This is an optimization exercise on Yosys and OpenROAD, whose aim is small area, a short achievable clock period and few clock cycles per item, not a production implementation. The RTL was checked by simulation tests, not by an equivalence proof against the original design. No activity file was given, so power comes from the tool's default toggle rates.

==> design/flow/design.v <==
module psg_envpass (
    input  wire        clk,
    input  wire        rst,
    input  wire        ld_we,
    input  wire [2:0]  ld_track,
    input  wire [3:0]  ld_addr,
    input  wire [31:0] ld_data,
    input  wire        cmd_valid,
    input  wire [1:0]  cmd_op,
    output wire        cmd_ready,
    output reg         res_valid,
    output reg  [5:0]  res_upd,
    output reg  [5:0]  res_env,
    output wire [95:0] res_val,
    output reg         res_done
);
    localparam OP_TRIG = 2'd0;
    localparam OP_REL  = 2'd1;
    localparam OP_TICK = 2'd2;
    localparam NU = 12;
    localparam ND = NU + 1;
    localparam VW = 63;
    function [15:0] conv;
        input [2:0]  k;
        input [15:0] v;
        begin
            case (k)
                3'd1:    conv = ($signed(v) > 16'sd255)  ? 16'd255 :
                                ($signed(v) < -16'sd255) ? 16'hff01 : v;
                3'd2:    conv = v[15] ? 16'd0 : v;
                3'd4:    conv = v[15] ? 16'd0 :
                                (v > 16'd20000) ? 16'd20000 : v;
                default: conv = v[15] ? 16'd0 :
                                (v > 16'd255) ? 16'd255 : v;
            endcase
        end
    endfunction
    function same;
        input [2:0]  k;
        input [15:0] a;
        input [15:0] b;
        reg hi_a, hi_b, lo_a, lo_b;
        begin
            case (k)
                3'd1: begin
                    hi_a = $signed(a) > 16'sd255;  hi_b = $signed(b) > 16'sd255;
                    lo_a = $signed(a) < -16'sd255; lo_b = $signed(b) < -16'sd255;
                end
                3'd2: begin
                    hi_a = 1'b0; hi_b = 1'b0;
                    lo_a = a[15]; lo_b = b[15];
                end
                3'd4: begin
                    hi_a = $signed(a) > 16'sd20000; hi_b = $signed(b) > 16'sd20000;
                    lo_a = a[15]; lo_b = b[15];
                end
                default: begin
                    hi_a = $signed(a) > 16'sd255; hi_b = $signed(b) > 16'sd255;
                    lo_a = a[15]; lo_b = b[15];
                end
            endcase
            same = (hi_a && hi_b) || (lo_a && lo_b) || (a == b);
        end
    endfunction
    function [VW-1:0] pack;
        input [95:0] w;
        begin
            pack = {w[87:80], w[78:64], w[55:48], w[46:32], w[24:16], w[7:0]};
        end
    endfunction
    function [95:0] unpack;
        input [VW-1:0] p;
        begin
            unpack = {8'd0, p[62:55], 1'b0, p[54:40], 8'd0, p[39:32],
                      1'b0, p[31:17], {7{p[16]}}, p[16:8], 8'd0, p[7:0]};
        end
    endfunction
    reg        lw_v;
    reg [2:0]  lw_t;
    reg [3:0]  lw_a;
    reg [31:0] lw_d;
    always @(posedge clk) begin
        if (rst)
            lw_v <= 1'b0;
        else
            lw_v <= ld_we;
        lw_t <= ld_track;
        lw_a <= ld_addr;
        lw_d <= ld_data;
    end
    reg [15:0] px [0:5][1:11];
    reg [15:0] py [0:5][0:11];
    reg [3:0]  hn [0:5];
    reg [3:0]  hs [0:5];
    reg [3:0]  hls[0:5];
    reg [3:0]  hle[0:5];
    integer wk, wj;
    always @(posedge clk) begin
        for (wk = 0; wk < 6; wk = wk + 1) begin
            for (wj = 0; wj < 12; wj = wj + 1) begin
                if (lw_v && lw_t == wk && lw_a == wj) begin
                    if (wj != 0) px[wk][wj] <= lw_d[31:16];
                    py[wk][wj] <= lw_d[15:0];
                end
            end
            if (lw_v && lw_t == wk && lw_a == 4'd12) begin
                hn[wk]  <= lw_d[3:0];
                hs[wk]  <= (lw_d[15:8]  < 8'd12) ? lw_d[11:8]  : 4'hf;
                hls[wk] <= (lw_d[23:16] < 8'd12) ? lw_d[19:16] : 4'hf;
                hle[wk] <= (lw_d[31:24] < 8'd12) ? lw_d[27:24] : 4'hf;
            end
        end
    end
    reg [15:0] nt   [0:5];    
    reg [15:0] nx   [0:5];    
    reg [3:0]  pnt  [0:5];
    reg [11:0] poh  [0:5];    
    reg        released;
    reg        live;
    reg        rdy;
    reg        cv;            
    reg [1:0]  cop;
    reg [5:0]  pend;          
    reg [5:0]  fix;           
    assign cmd_ready = rdy;
    reg [15:0] pa_x [0:5];
    reg [15:0] pa_y [0:5];
    reg [15:0] pb_y [0:5];
    reg [15:0] pc_x [0:5];       
    reg        t_nz   [0:5];
    reg        t_hold [0:5];
    reg        t_arr  [0:5];
    reg        t_loop [0:5];
    reg        t_end  [0:5];     
    reg        t_same [0:5];     
    reg [3:0]  t_pnew [0:5];     
    reg [13:0] oh [0:5];
    reg [3:0]  pcs;
    integer k, jj;
    always @* begin
        for (k = 0; k < 6; k = k + 1) begin
            oh[k] = {2'b00, poh[k]};
            pa_x[k] = 16'd0; pa_y[k] = 16'd0; pb_y[k] = 16'd0; pc_x[k] = 16'd0;
            for (jj = 0; jj < 12; jj = jj + 1) begin
                if (jj >= 1) pa_x[k] = pa_x[k] | (px[k][jj] & {16{oh[k][jj]}});
                pa_y[k] = pa_y[k] | (py[k][jj] & {16{oh[k][jj]}});
                if (jj >= 1) pb_y[k] = pb_y[k] | (py[k][jj] & {16{oh[k][jj-1]}});
                if (jj >= 1) pc_x[k] = pc_x[k] | (px[k][jj] & {16{fix[k] ? oh[k][jj-1] : (jj >= 2 ? oh[k][jj-2] : 1'b0)}});
            end
            t_nz[k]   = (hn[k] == 4'd0);
            t_hold[k] = ((pnt[k] == hs[k]) && !released) || (pnt[k] == hn[k] - 4'd1);
            t_arr[k]  = (nt[k] >= nx[k]);
            t_loop[k] = (pnt[k] + 4'd1 == hle[k]) && (hls[k] != 4'hf) && !released;
            if (t_nz[k])
                t_end[k] = 1'b1;
            else if (!t_hold[k] && t_arr[k])
                t_end[k] = t_loop[k] ? (hls[k] == hn[k] - 4'd1)
                                     : (pnt[k] + 4'd1 == hn[k] - 4'd1);
            else
                t_end[k] = (pnt[k] == hn[k] - 4'd1);
            t_same[k] = same(k[2:0], pa_y[k], pb_y[k]);
            if (t_hold[k] || !t_arr[k])
                t_pnew[k] = pnt[k];
            else if (t_loop[k])
                t_pnew[k] = hls[k];
            else
                t_pnew[k] = pnt[k] + 4'd1;
        end
    end
    wire haspts = !(t_nz[0] && t_nz[1] && t_nz[2] && t_nz[3] && t_nz[4] && t_nz[5]);
    wire allend = t_end[0] && t_end[1] && t_end[2] && t_end[3] && t_end[4] && t_end[5];
    wire term   = (haspts && allend) || (t_nz[0] && released);
    wire can     = ((pend & (pend - 6'd1)) == 6'd0) && (fix == 6'd0);
    wire proc    = cv && can;
    wire accept  = cmd_valid && rdy;
    wire do_tick = proc && cop == OP_TICK;
    wire do_trig = proc && cop == OP_TRIG;
    wire do_rel  = proc && cop == OP_REL;
    reg [5:0]    n_zp, n_int, n_fix;
    reg [23:0]   n_pa;
    integer q;
    always @* begin
        n_zp = 6'd0; n_int = 6'd0; n_fix = 6'd0;
        for (q = 0; q < 6; q = q + 1)
            n_pa[q*4 +: 4] = t_pnew[q];
        for (q = 0; q < 6; q = q + 1) begin
            if (live) begin
                if (t_nz[q]) begin
                    n_zp[q] = (nt[q] == 16'd1);
                end else if (!t_hold[q] && !t_arr[q] && !t_same[q]) begin
                    n_int[q] = 1'b1;
                end else if (!t_hold[q] && t_arr[q] && t_loop[q]) begin
                    n_fix[q] = 1'b1;
                end
            end
        end
    end
    wire [5:0] isel  = pend & (~pend + 6'd1);
    wire [5:0] pnext = pend & ~isel;
    reg          t0_v;
    reg          t0_live;
    reg [5:0]    t0_zp, t0_int;
    reg          t0_done;
    reg [23:0]   t0_pa;
    wire t0_go = t0_v && (pnext == 6'd0);
    reg          dl_v    [1:ND];
    reg          dl_live [1:ND];
    reg [5:0]    dl_zp   [1:ND];
    reg [5:0]    dl_int  [1:ND];
    reg          dl_done [1:ND];
    reg [23:0]   dl_pa   [1:ND];
    reg [5:0] pend_n, fix_n;
    reg       cv_n;
    always @* begin
        cv_n   = accept || (cv && !proc);
        pend_n = do_tick ? n_int : pnext;
        fix_n  = do_tick ? n_fix : 6'd0;
    end
    integer m;
    always @(posedge clk) begin
        if (rst) begin
            live     <= 1'b0;
            released <= 1'b0;
            rdy      <= 1'b1;
            cv       <= 1'b0;
            pend     <= 6'd0;
            fix      <= 6'd0;
            t0_v     <= 1'b0;
        end else begin
            cv   <= cv_n;
            pend <= pend_n;
            fix  <= fix_n;
            rdy  <= !cv_n || (((pend_n & (pend_n - 6'd1)) == 6'd0) && (fix_n == 6'd0));
            if (t0_go)
                t0_v <= 1'b0;
            if (do_tick)
                t0_v <= 1'b1;
            if (do_trig) begin
                released <= 1'b0;
                live     <= 1'b1;
            end
            if (do_rel)
                released <= 1'b1;
            if (do_tick && live && term)
                live <= 1'b0;
        end
        if (accept)
            cop <= cmd_op;
        for (m = 0; m < 6; m = m + 1) begin
            if (lw_v && lw_t == m && lw_a == pnt[m] + 4'd1)
                nx[m] <= lw_d[31:16];
            if (fix[m]) begin
                nt[m] <= pa_x[m] + 16'd1;
                nx[m] <= pc_x[m];
            end
            if (do_trig) begin
                nt[m]  <= 16'd1;
                pnt[m] <= 4'd0;
                poh[m] <= 12'd1;
                nx[m]  <= px[m][1];
            end
            if (do_tick && live) begin
                if (t_nz[m]) begin
                    if (nt[m] == 16'd1)
                        nt[m] <= 16'd2;
                end else if (!t_hold[m]) begin
                    if (!t_arr[m]) begin
                        nt[m] <= nt[m] + 16'd1;
                    end else if (t_loop[m]) begin
                        pnt[m] <= hls[m];
                        poh[m] <= 12'd1 << hls[m];
                    end else begin
                        pnt[m] <= pnt[m] + 4'd1;
                        poh[m] <= {poh[m][10:0], 1'b0};
                        nt[m]  <= nt[m] + 16'd1;
                        nx[m]  <= pc_x[m];
                    end
                end
            end
        end
        if (do_tick) begin
            t0_live <= live;
            t0_zp   <= n_zp;
            t0_int  <= n_int;
            t0_done <= live && term;
            t0_pa   <= n_pa;
        end
    end
    reg [15:0] s_pax, s_pay, s_pbx, s_pby, s_t;
    reg [2:0]  s_tid;
    integer u;
    always @* begin
        s_pax = 16'd0; s_pay = 16'd0; s_pbx = 16'd0; s_pby = 16'd0; s_t = 16'd0;
        s_tid = 3'd0;
        for (u = 0; u < 6; u = u + 1) begin
            if (isel[u]) begin
                s_pax = s_pax | pa_x[u];
                s_pay = s_pay | pa_y[u];
                s_pbx = s_pbx | nx[u];
                s_pby = s_pby | pb_y[u];
                s_t   = s_t   | nt[u];
                s_tid = s_tid | u[2:0];
            end
        end
    end
    function [31:0] dstep;
        input [15:0] r;
        input [15:0] lo;
        input [15:0] den;
        input [17:0] den3;
        reg   [17:0] x;
        reg   [18:0] c1, c2, c3;
        begin
            x  = {r, lo[15:14]};
            c1 = {1'b0, x} - {3'd0, den};
            c2 = {1'b0, x} - {2'd0, den, 1'b0};
            c3 = {1'b0, x} - {1'b0, den3};
            if (!c3[18])
                dstep = {c3[15:0], lo[13:0], 2'd3};
            else if (!c2[18])
                dstep = {c2[15:0], lo[13:0], 2'd2};
            else if (!c1[18])
                dstep = {c1[15:0], lo[13:0], 2'd1};
            else
                dstep = {x[15:0], lo[13:0], 2'd0};
        end
    endfunction
    reg        u0_v;
    reg [2:0]  u0_tid;
    reg [15:0] u0_ax, u0_ay, u0_bx, u0_by, u0_t;
    reg        u1_v;
    reg [2:0]  u1_tid;
    reg [15:0] u1_ay, u1_da, u1_m, u1_den;
    reg        u1_neg;
    reg        u2_v;
    reg [2:0]  u2_tid;
    reg [15:0] u2_ay, u2_den;
    reg [17:0] u2_den3;
    reg        u2_neg;
    reg [23:0] u2_ls, u2_lc, u2_hs, u2_hc;
    wire [23:0] mlo_s0_0 = ({8'd0, u1_da & {16{u1_m[0]}}} << 0) ^ ({8'd0, u1_da & {16{u1_m[1]}}} << 1) ^ ({8'd0, u1_da & {16{u1_m[2]}}} << 2);
    wire [23:0] mlo_c0_0 = {((({8'd0, u1_da & {16{u1_m[0]}}} << 0) & ({8'd0, u1_da & {16{u1_m[1]}}} << 1)) | (({8'd0, u1_da & {16{u1_m[0]}}} << 0) & ({8'd0, u1_da & {16{u1_m[2]}}} << 2)) | (({8'd0, u1_da & {16{u1_m[1]}}} << 1) & ({8'd0, u1_da & {16{u1_m[2]}}} << 2))), 1'b0};
    wire [23:0] mlo_s0_1 = ({8'd0, u1_da & {16{u1_m[3]}}} << 3) ^ ({8'd0, u1_da & {16{u1_m[4]}}} << 4) ^ ({8'd0, u1_da & {16{u1_m[5]}}} << 5);
    wire [23:0] mlo_c0_1 = {((({8'd0, u1_da & {16{u1_m[3]}}} << 3) & ({8'd0, u1_da & {16{u1_m[4]}}} << 4)) | (({8'd0, u1_da & {16{u1_m[3]}}} << 3) & ({8'd0, u1_da & {16{u1_m[5]}}} << 5)) | (({8'd0, u1_da & {16{u1_m[4]}}} << 4) & ({8'd0, u1_da & {16{u1_m[5]}}} << 5))), 1'b0};
    wire [23:0] mlo_s1_0 = mlo_s0_0 ^ mlo_c0_0 ^ mlo_s0_1;
    wire [23:0] mlo_c1_0 = {((mlo_s0_0 & mlo_c0_0) | (mlo_s0_0 & mlo_s0_1) | (mlo_c0_0 & mlo_s0_1)), 1'b0};
    wire [23:0] mlo_s1_1 = mlo_c0_1 ^ ({8'd0, u1_da & {16{u1_m[6]}}} << 6) ^ ({8'd0, u1_da & {16{u1_m[7]}}} << 7);
    wire [23:0] mlo_c1_1 = {((mlo_c0_1 & ({8'd0, u1_da & {16{u1_m[6]}}} << 6)) | (mlo_c0_1 & ({8'd0, u1_da & {16{u1_m[7]}}} << 7)) | (({8'd0, u1_da & {16{u1_m[6]}}} << 6) & ({8'd0, u1_da & {16{u1_m[7]}}} << 7))), 1'b0};
    wire [23:0] mlo_s2_0 = mlo_s1_0 ^ mlo_c1_0 ^ mlo_s1_1;
    wire [23:0] mlo_c2_0 = {((mlo_s1_0 & mlo_c1_0) | (mlo_s1_0 & mlo_s1_1) | (mlo_c1_0 & mlo_s1_1)), 1'b0};
    wire [23:0] mlo_s3_0 = mlo_s2_0 ^ mlo_c2_0 ^ mlo_c1_1;
    wire [23:0] mlo_c3_0 = {((mlo_s2_0 & mlo_c2_0) | (mlo_s2_0 & mlo_c1_1) | (mlo_c2_0 & mlo_c1_1)), 1'b0};
    wire [23:0] mhi_s0_0 = ({8'd0, u1_da & {16{u1_m[8]}}} << 0) ^ ({8'd0, u1_da & {16{u1_m[9]}}} << 1) ^ ({8'd0, u1_da & {16{u1_m[10]}}} << 2);
    wire [23:0] mhi_c0_0 = {((({8'd0, u1_da & {16{u1_m[8]}}} << 0) & ({8'd0, u1_da & {16{u1_m[9]}}} << 1)) | (({8'd0, u1_da & {16{u1_m[8]}}} << 0) & ({8'd0, u1_da & {16{u1_m[10]}}} << 2)) | (({8'd0, u1_da & {16{u1_m[9]}}} << 1) & ({8'd0, u1_da & {16{u1_m[10]}}} << 2))), 1'b0};
    wire [23:0] mhi_s0_1 = ({8'd0, u1_da & {16{u1_m[11]}}} << 3) ^ ({8'd0, u1_da & {16{u1_m[12]}}} << 4) ^ ({8'd0, u1_da & {16{u1_m[13]}}} << 5);
    wire [23:0] mhi_c0_1 = {((({8'd0, u1_da & {16{u1_m[11]}}} << 3) & ({8'd0, u1_da & {16{u1_m[12]}}} << 4)) | (({8'd0, u1_da & {16{u1_m[11]}}} << 3) & ({8'd0, u1_da & {16{u1_m[13]}}} << 5)) | (({8'd0, u1_da & {16{u1_m[12]}}} << 4) & ({8'd0, u1_da & {16{u1_m[13]}}} << 5))), 1'b0};
    wire [23:0] mhi_s1_0 = mhi_s0_0 ^ mhi_c0_0 ^ mhi_s0_1;
    wire [23:0] mhi_c1_0 = {((mhi_s0_0 & mhi_c0_0) | (mhi_s0_0 & mhi_s0_1) | (mhi_c0_0 & mhi_s0_1)), 1'b0};
    wire [23:0] mhi_s1_1 = mhi_c0_1 ^ ({8'd0, u1_da & {16{u1_m[14]}}} << 6) ^ ({8'd0, u1_da & {16{u1_m[15]}}} << 7);
    wire [23:0] mhi_c1_1 = {((mhi_c0_1 & ({8'd0, u1_da & {16{u1_m[14]}}} << 6)) | (mhi_c0_1 & ({8'd0, u1_da & {16{u1_m[15]}}} << 7)) | (({8'd0, u1_da & {16{u1_m[14]}}} << 6) & ({8'd0, u1_da & {16{u1_m[15]}}} << 7))), 1'b0};
    wire [23:0] mhi_s2_0 = mhi_s1_0 ^ mhi_c1_0 ^ mhi_s1_1;
    wire [23:0] mhi_c2_0 = {((mhi_s1_0 & mhi_c1_0) | (mhi_s1_0 & mhi_s1_1) | (mhi_c1_0 & mhi_s1_1)), 1'b0};
    wire [23:0] mhi_s3_0 = mhi_s2_0 ^ mhi_c2_0 ^ mhi_c1_1;
    wire [23:0] mhi_c3_0 = {((mhi_s2_0 & mhi_c2_0) | (mhi_s2_0 & mhi_c1_1) | (mhi_c2_0 & mhi_c1_1)), 1'b0};
    reg        us_v   [3:NU-1];
    reg [2:0]  us_tid [3:NU-1];
    reg [15:0] us_ay  [3:NU-1];
    reg        us_neg [3:NU-1];
    reg [15:0] us_den [3:NU-1];
    reg [17:0] us_den3[3:NU-1];
    reg [15:0] us_r   [3:NU-1];
    reg [15:0] us_lo  [3:NU-1];
    wire [16:0] u0_dp = {u0_by[15], u0_by} - {u0_ay[15], u0_ay};
    wire [31:0] u2_p  = {8'd0, u2_ls} + {8'd0, u2_lc}
                      + {u2_hs, 8'd0} + {u2_hc, 8'd0};
    reg [31:0] dv [4:NU-1];
    integer s;
    always @* begin
        for (s = 4; s < NU; s = s + 1)
            dv[s] = dstep(us_r[s-1], us_lo[s-1], us_den[s-1], us_den3[s-1]);
    end
    integer e;
    always @(posedge clk) begin
        if (rst) begin
            u0_v <= 1'b0;
            u1_v <= 1'b0;
            u2_v <= 1'b0;
            for (e = 3; e < NU; e = e + 1)
                us_v[e] <= 1'b0;
        end else begin
            u0_v <= (pend != 6'd0);
            u1_v <= u0_v;
            u2_v <= u1_v;
            us_v[3] <= u2_v;
            for (e = 4; e < NU; e = e + 1)
                us_v[e] <= us_v[e-1];
        end
        u0_tid <= s_tid;
        u0_ax  <= s_pax;
        u0_ay  <= s_pay;
        u0_bx  <= s_pbx;
        u0_by  <= s_pby;
        u0_t   <= s_t;
        u1_tid <= u0_tid;
        u1_ay  <= u0_ay;
        u1_neg <= u0_dp[16];
        u1_da  <= u0_dp[16] ? 16'd0 - u0_dp[15:0] : u0_dp[15:0];
        u1_m   <= u0_t + ~u0_ax;
        u1_den <= u0_bx - u0_ax;
        u2_tid  <= u1_tid;
        u2_ay   <= u1_ay;
        u2_neg  <= u1_neg;
        u2_den  <= u1_den;
        u2_den3 <= {2'b00, u1_den} + {1'b0, u1_den, 1'b0};
        u2_ls   <= mlo_s3_0;
        u2_lc   <= mlo_c3_0;
        u2_hs   <= mhi_s3_0;
        u2_hc   <= mhi_c3_0;
        us_tid[3]  <= u2_tid;
        us_ay[3]   <= u2_ay;
        us_neg[3]  <= u2_neg;
        us_den[3]  <= u2_den;
        us_den3[3] <= u2_den3;
        us_r[3]    <= u2_p[31:16];
        us_lo[3]   <= u2_p[15:0];
        for (e = 4; e < NU; e = e + 1) begin
            us_tid[e]  <= us_tid[e-1];
            us_ay[e]   <= us_ay[e-1];
            us_neg[e]  <= us_neg[e-1];
            us_den[e]  <= us_den[e-1];
            us_den3[e] <= us_den3[e-1];
            us_r[e]    <= dv[e][31:16];
            us_lo[e]   <= dv[e][15:0];
        end
    end
    reg        uf_v;
    reg [2:0]  uf_tid;
    reg [15:0] uf_val;
    wire [15:0] uq = us_lo[NU-1];
    always @(posedge clk) begin
        if (rst)
            uf_v <= 1'b0;
        else
            uf_v <= us_v[NU-1];
        uf_tid <= us_tid[NU-1];
        uf_val <= us_neg[NU-1] ? (us_ay[NU-1] - uq) : (us_ay[NU-1] + uq);
    end
    wire [15:0] uv   = uf_val;
    wire        uout = uf_v;
    wire [2:0]  utid = uf_tid;
    wire [95:0] uval = {conv(3'd5, uv), conv(3'd4, uv), conv(3'd3, uv),
                        conv(3'd2, uv), conv(3'd1, uv), conv(3'd0, uv)};
    reg  [VW-1:0] rv;                  
    reg [5:0] envm;
    integer f;
    always @* begin
        for (f = 0; f < 6; f = f + 1)
            envm[f] = dl_live[ND] && (hn[f] != 4'd0);
    end
    reg  [95:0]   dl_out;
    integer g, h;
    always @* begin
        for (g = 0; g < 6; g = g + 1) begin
            dl_out[g*16 +: 16] = 16'd0;
            for (h = 0; h < 12; h = h + 1)
                if (dl_pa[ND][g*4 +: 4] == h)
                    dl_out[g*16 +: 16] = dl_out[g*16 +: 16] | py[g][h];
            dl_out[g*16 +: 16] = envm[g] ? conv(g[2:0], dl_out[g*16 +: 16]) : 16'd0;
        end
    end
    wire [95:0]   uv_pk  = uval;
    assign res_val = unpack(rv);
    reg [VW-1:0] rv_n;
    reg [95:0]   rv_w;
    always @* begin
        rv_w = unpack(rv);
        for (f = 0; f < 6; f = f + 1) begin
            if (uout && utid == f)
                rv_w[f*16 +: 16] = uv_pk[f*16 +: 16];
            else if (dl_v[ND] && !dl_int[ND][f])
                rv_w[f*16 +: 16] = dl_out[f*16 +: 16];
        end
        rv_n = pack(rv_w);
    end
    always @(posedge clk) begin
        if (rst) begin
            for (f = 1; f <= ND; f = f + 1)
                dl_v[f] <= 1'b0;
            res_valid <= 1'b0;
        end else begin
            dl_v[1] <= t0_go;
            for (f = 2; f <= ND; f = f + 1)
                dl_v[f] <= dl_v[f-1];
            res_valid <= dl_v[ND];
        end
        dl_live[1] <= t0_live;
        dl_zp[1]   <= t0_zp;
        dl_int[1]  <= t0_int;
        dl_done[1] <= t0_done;
        dl_pa[1]   <= t0_pa;
        for (f = 2; f <= ND; f = f + 1) begin
            dl_live[f] <= dl_live[f-1];
            dl_zp[f]   <= dl_zp[f-1];
            dl_int[f]  <= dl_int[f-1];
            dl_done[f] <= dl_done[f-1];
            dl_pa[f]   <= dl_pa[f-1];
        end
        if (dl_v[ND]) begin
            res_upd  <= envm | dl_zp[ND];
            res_env  <= envm;
            res_done <= dl_done[ND];
        end
        rv <= rv_n;
    end
endmodule
==> design/flow/flow/run.sh <==
#!/bin/bash
set -euo pipefail
bash standard.sh SETUP_SLACK_MARGIN=8.3 TNS_END_PERCENT=10 \
    'CTS_ARGS=-sink_clustering_enable -repair_clock_nets -dont_use_dummy_load' \
    finish > standard_flow.log 2>&1
==> design/flow/standard.sh <==
#!/bin/bash
# synth_recipe.tcl (not shown) runs the flow's synth.tcl, then flattens the netlist and writes it again
# the make line also repeats each setting of config.mk as NAME=value (left out here)
make -C /OpenROAD-flow-scripts/flow DESIGN_CONFIG=/design/flow/config.mk WORK_HOME=/design/flow/orfs CLKGATE_MAP_FILE= SYNTH_SCRIPT=/design/flow/synth_recipe.tcl "${@:-finish}"
==> design/flow/config.mk <==
export PLATFORM = sky130hd
export DESIGN_NAME = psg_envpass
export DESIGN_NICKNAME = psg_envpass
export VERILOG_FILES = /design/flow/design.v
export SDC_FILE = /design/flow/constraint.sdc
export NUM_CORES = 4
export LEC_CHECK = 0
export ABC_AREA = 1
export CAP_MARGIN = 20
export CELL_PAD_IN_SITES_DETAIL_PLACEMENT = 1
export CELL_PAD_IN_SITES_GLOBAL_PLACEMENT = 2
export CORE_MARGIN = 2
export CORE_UTILIZATION = 30
export PLACE_DENSITY = 0.35
export SLEW_MARGIN = 20
==> design/flow/constraint.sdc <==
create_clock -name core_clock -period 12.0 [get_ports {clk}]
set_input_delay 2.4000 -clock core_clock [delete_from_list [all_inputs] [get_ports {clk}]]
set_output_delay 2.4000 -clock core_clock [all_outputs]
set_load 0.01 [all_outputs]
==> out/qor.json <==
{
  "grt_antenna_before_repair": {"value": 149},
  "synth.ff_latch_count": {"value": 4309},
  "drv_slew": {"value": 0},
  "synth_edf_count": {"value": 2420},
  "top_level_ports": {"value": 156},
  "post_route_cells_drive_above_1_share": {"value": 7.09, "unit": "%"},
  "cts_hold_buf": {"value": 0},
  "postSynth.topFlopCell": {"value": "edfxtp_1"},
  "clk_slew_on_worst_s_h_paths": {"value": 0.05, "unit": "ns"},
  "startpoint_type": {"value": "register"},
  "worstSetupEndpointType": {"value": "output pin"},
  "fin_worst_hold_slack": {"value": 0.305, "unit": "ns"},
  "fmax": {"value": 237, "unit": "MHz"},
  "drt_wl_total": {"value": 1110000, "unit": "microns"},
  "max_cap_viol_count": {"value": 0},
  "timing.critical_path.fanout_max": {"value": 6},
  "worst_pin_slew": {"value": 1.25, "unit": "ns"},
  "globalplace.congestion": {"value": 0.965},
  "std_cell_rows": {"value": 304},
  "timing.final.crit_period": {"value": 4.21, "unit": "ns"},
  "core-area": {"value": 0.686, "unit": "sq mm"},
  "rsz0062_at_grt": {"value": "true"},
  "drc": {"value": 0},
  "ys_types": {"value": 82},
  "syn_area": {"value": 0.207, "unit": "sq mm"},
  "p_clk_share": {"value": 25.3, "unit": "%"},
  "syn-mean-instance-area": {"value": 8.90, "unit": "sq um"},
  "nNetsFinal": {"value": 24600},
  "dieHeight": {"value": 834, "unit": "microns"},
  "result_of_the_run": {"value": "complete, no violations"},
  "cts_sinks": {"value": 4309},
  "synth.yosys.seq_area_share": {"value": 53.5, "unit": "%"},
  "p_int": {"value": 32.8, "unit": "mW"},
  "clockBufferDepth": {"value": 4},
  "crit_type": {"value": "reg2out"},
  "pwr_density_cell": {"value": 234, "unit": "mW/mm^2"},
  "layout.cells.most_common_list": {"value": "nand2_1, inv_1, edfxtp_1"},
  "switching_power": {"value": 22.4, "unit": "mW"},
  "fp.dieArea": {"value": 0.695, "unit": "sq mm"},
  "netlist_instances": {"value": 23200},
  "final_tns_setup": {"value": 0, "unit": "ns"},
  "via_count_of_the_first_global_routing_pass": {"value": 177000},
  "grt_use_total": {"value": 30.9, "unit": "%"},
  "drt_iter0_markers": {"value": 17800},
  "detail_route.vias_per_cell": {"value": 5.34},
  "grt_pass1_wl": {"value": 1500000, "unit": "microns"},
  "grt-ovfl-total": {"value": 0},
  "cts.htree.levels": {"value": 6},
  "hold_path_class": {"value": "reg2reg"},
  "routedWlPerCell": {"value": 33.6, "unit": "microns"},
  "synthArstFlopShare": {"value": 0, "unit": "%"},
  "via_count": {"value": 176000},
  "placedInstanceArea": {"value": 0.221, "unit": "sq mm"},
  "critical_path_arrival": {"value": 1.81, "unit": "ns"},
  "finalHoldViolCount": {"value": 0},
  "final_common_cell": {"value": "nand2_1"},
  "cts_tree": {"value": "built"},
  "worst_slew_margin_rel": {"value": 16.2, "unit": "%"},
  "p_comb_share": {"value": 40.1, "unit": "%"},
  "p_leak": {"value": 98.7, "unit": "nW"},
  "pin_count_of_the_biggest_net_entering_global_routing": {"value": 75},
  "drt-pass1-iter-count": {"value": 7},
  "start_util": {"value": 30.1, "unit": "%"},
  "antenna_violating_nets_post_route": {"value": 0},
  "net_sw_share": {"value": 40.5, "unit": "%"},
  "cp_data_required_time": {"value": 9.60, "unit": "ns"},
  "portBuffers": {"value": 129},
  "width_of_the_die": {"value": 834, "unit": "microns"},
  "share_seq_of_total_power": {"value": 34.7, "unit": "%"},
  "worst_clk_skew": {"value": 0.103, "unit": "ns"},
  "final_clock_period_utilization_by_the_worst_path": {"value": 35.1, "unit": "%"},
  "final_cell_area": {"value": 0.236, "unit": "sq mm"},
  "yosysWarningCount": {"value": 38},
  "setup_viol_count_final": {"value": 0},
  "hpwl": {"value": 783000, "unit": "microns"},
  "clkLatencyLatePin": {"value": 1.13, "unit": "ns"},
  "fillers": {"value": 78600},
  "peakVddDrop": {"value": 0.000157, "unit": "V"},
  "cts_made_buffers": {"value": 538},
  "area_growth_syn_to_fin": {"value": 14.2, "unit": "%"},
  "root_buffer": {"value": "clkbuf_16"}
}
## final timing paths
kind | from | slack (ns) | depth (start not counted) | to
max | rv[16] | 7.79 | 2 | res_val[27]
min | u2_den3[2] | 0.30 | 0 | us_den3[3][2]
max reg2reg | dl_pa[13][13] | 7.80 | 12 | rv[34]
min reg2reg | u2_den3[2] | 0.30 | 0 | us_den3[3][2]
## Yosys cell counts (all sizes together), types with 32 or more instances
master,count,share of area (%)
xnor2,182,0.77
a221oi,400,1.7
buf,229,0.57
nand4,361,1.1
xor2,351,1.5
edfxtp,2420,35
a31oi,90,0.27
clkbuf,642,1.2
a211oi,127,0.46
a22oi,42,0.15
nor2,1682,3.1
o211ai,173,0.63
fa,225,2.2
a32o,32,0.16
nor4,44,0.14
nand3b,50,0.18
a22o,191,0.81
a21boi,34,0.12
o22ai,272,0.82
or2,68,0.21
o221ai,109,0.46
o2111ai,60,0.25
nand2,7025,13
nand3,891,2.2
nor3,147,0.37
inv,2626,4.8
a21oi,821,2.0
o21ai,1123,2.7
ha,686,4.2
dfxtp,1889,18
## critical path, cell delays in order, from the launching register on
cell      delay (ns)
edfxtp_1        0.46
buf_6           0.17
buf_6           0.11
## layout make-up
type | count | area (sq um) | share of cell area [%]
diodes | 87 | 218 | 0.0922
multi-input cells | 15400 | 84000 | 35.6
well taps | 9180 | 11500 | 4.87
clock buffers | 538 | 13500 | 5.70
repair buffers | 736 | 6050 | 2.56
flip-flops and latches | 4309 | 111000 | 46.9
inverters | 2644 | 10100 | 4.26
## layer usage
layer  global-route usage [%]  wire length (microns)  vias up
met3                     5.19                  75400     1446
met5                        0                    318        -
met2                     46.8                 471000     6153
li1                         -                      -    78500
met1                     44.6                 516000    89800
met4                     10.3                  41900       48
## registers in the layout, summed over array words and instances (netlist names), 27 cells and up
| signal | count |
|---|---|
| dl_pa | 312 |
| dl_zp | 78 |
| py | 1152 |
| us_lo | 144 |
| nt | 96 |
| nx | 96 |
| us_tid | 27 |
| poh | 72 |
| rv | 63 |
| px | 1056 |
| lw_d | 32 |
| dl_int | 78 |
| us_r | 128 |
| us_den | 120 |
| us_den3 | 144 |
| us_ay | 144 |
## kinds of logic after synthesis
family / synth area share (%)
AOI/OAI and AO/OA: 11.1
xor gates and xnor gates: 2.26
adders and majority gates: 6.33
buffers and inverters: 6.54
DFF: 53.5
muxes: 0.0781
other: 0.00181
and+or+nand+nor: 20.2
## power groups by stage
stage,Sequential (mW),Combinational (mW),Clock (mW)
after floorplan,18.2,14.6,0
after global placement,19.4,22.0,0
after detailed placement,19.4,22.2,0
after CTS,19.1,22.3,14.3
after global routing,19.3,25.3,14.8
final,19.1,22.1,14.0
## timing repair
| item | in CTS | in global routing |
|---|---|---|
| setup buffers | 47 | 21 |
| resized for setup | 291 | 134 |
| setup endpoints to repair | 892 | 807 |
| pin swaps | 6 | 2 |
| gates cloned | 1 | 0 |
## metrics by stage
step	worst slack, ns	cells	total power [mW]	util, %
floorplan	8.90	23200	32.7	-
global placement	6.95	32200	41.5	32.2
detailed placement	6.93	32200	41.6	32.2
CTS	7.66	32800	55.8	34.3
global route	7.68	32800	59.4	34.4
finish	7.79	32900	55.2	34.4
Testbench counts, summed over its fixed seeds: cycles 35,889, ticks 9,029.

-- separate check: timing with driven ports --
Ports are ideal in the flow. The routed layout listed here was re-timed in OpenROAD.
Step 1, drivers: a clkbuf_16 drives clk and a buf_2 each remaining input, both assumed.
Step 2 times the ports against the registers' clock, not the clock port: input delays grow and output delays shrink by t, the midpoint of the rising clock arrivals with the driver on.
Three values: ideal, step 1, step 2; two values: the first two.
shift t [ns]: 1.206
setup WS [ns]: 7.786 / 7.652 / 7.803
hold slack, ns: 0.305 / 0.305 / 0.305
worst setup path at the end: register to register
worst data-port slew with drivers (ns): 0.08
After both steps setup and hold are still met in this run. For this run, drivers alone change the setup slack by -0.134 ns; drivers and shift together by +0.017 ns.
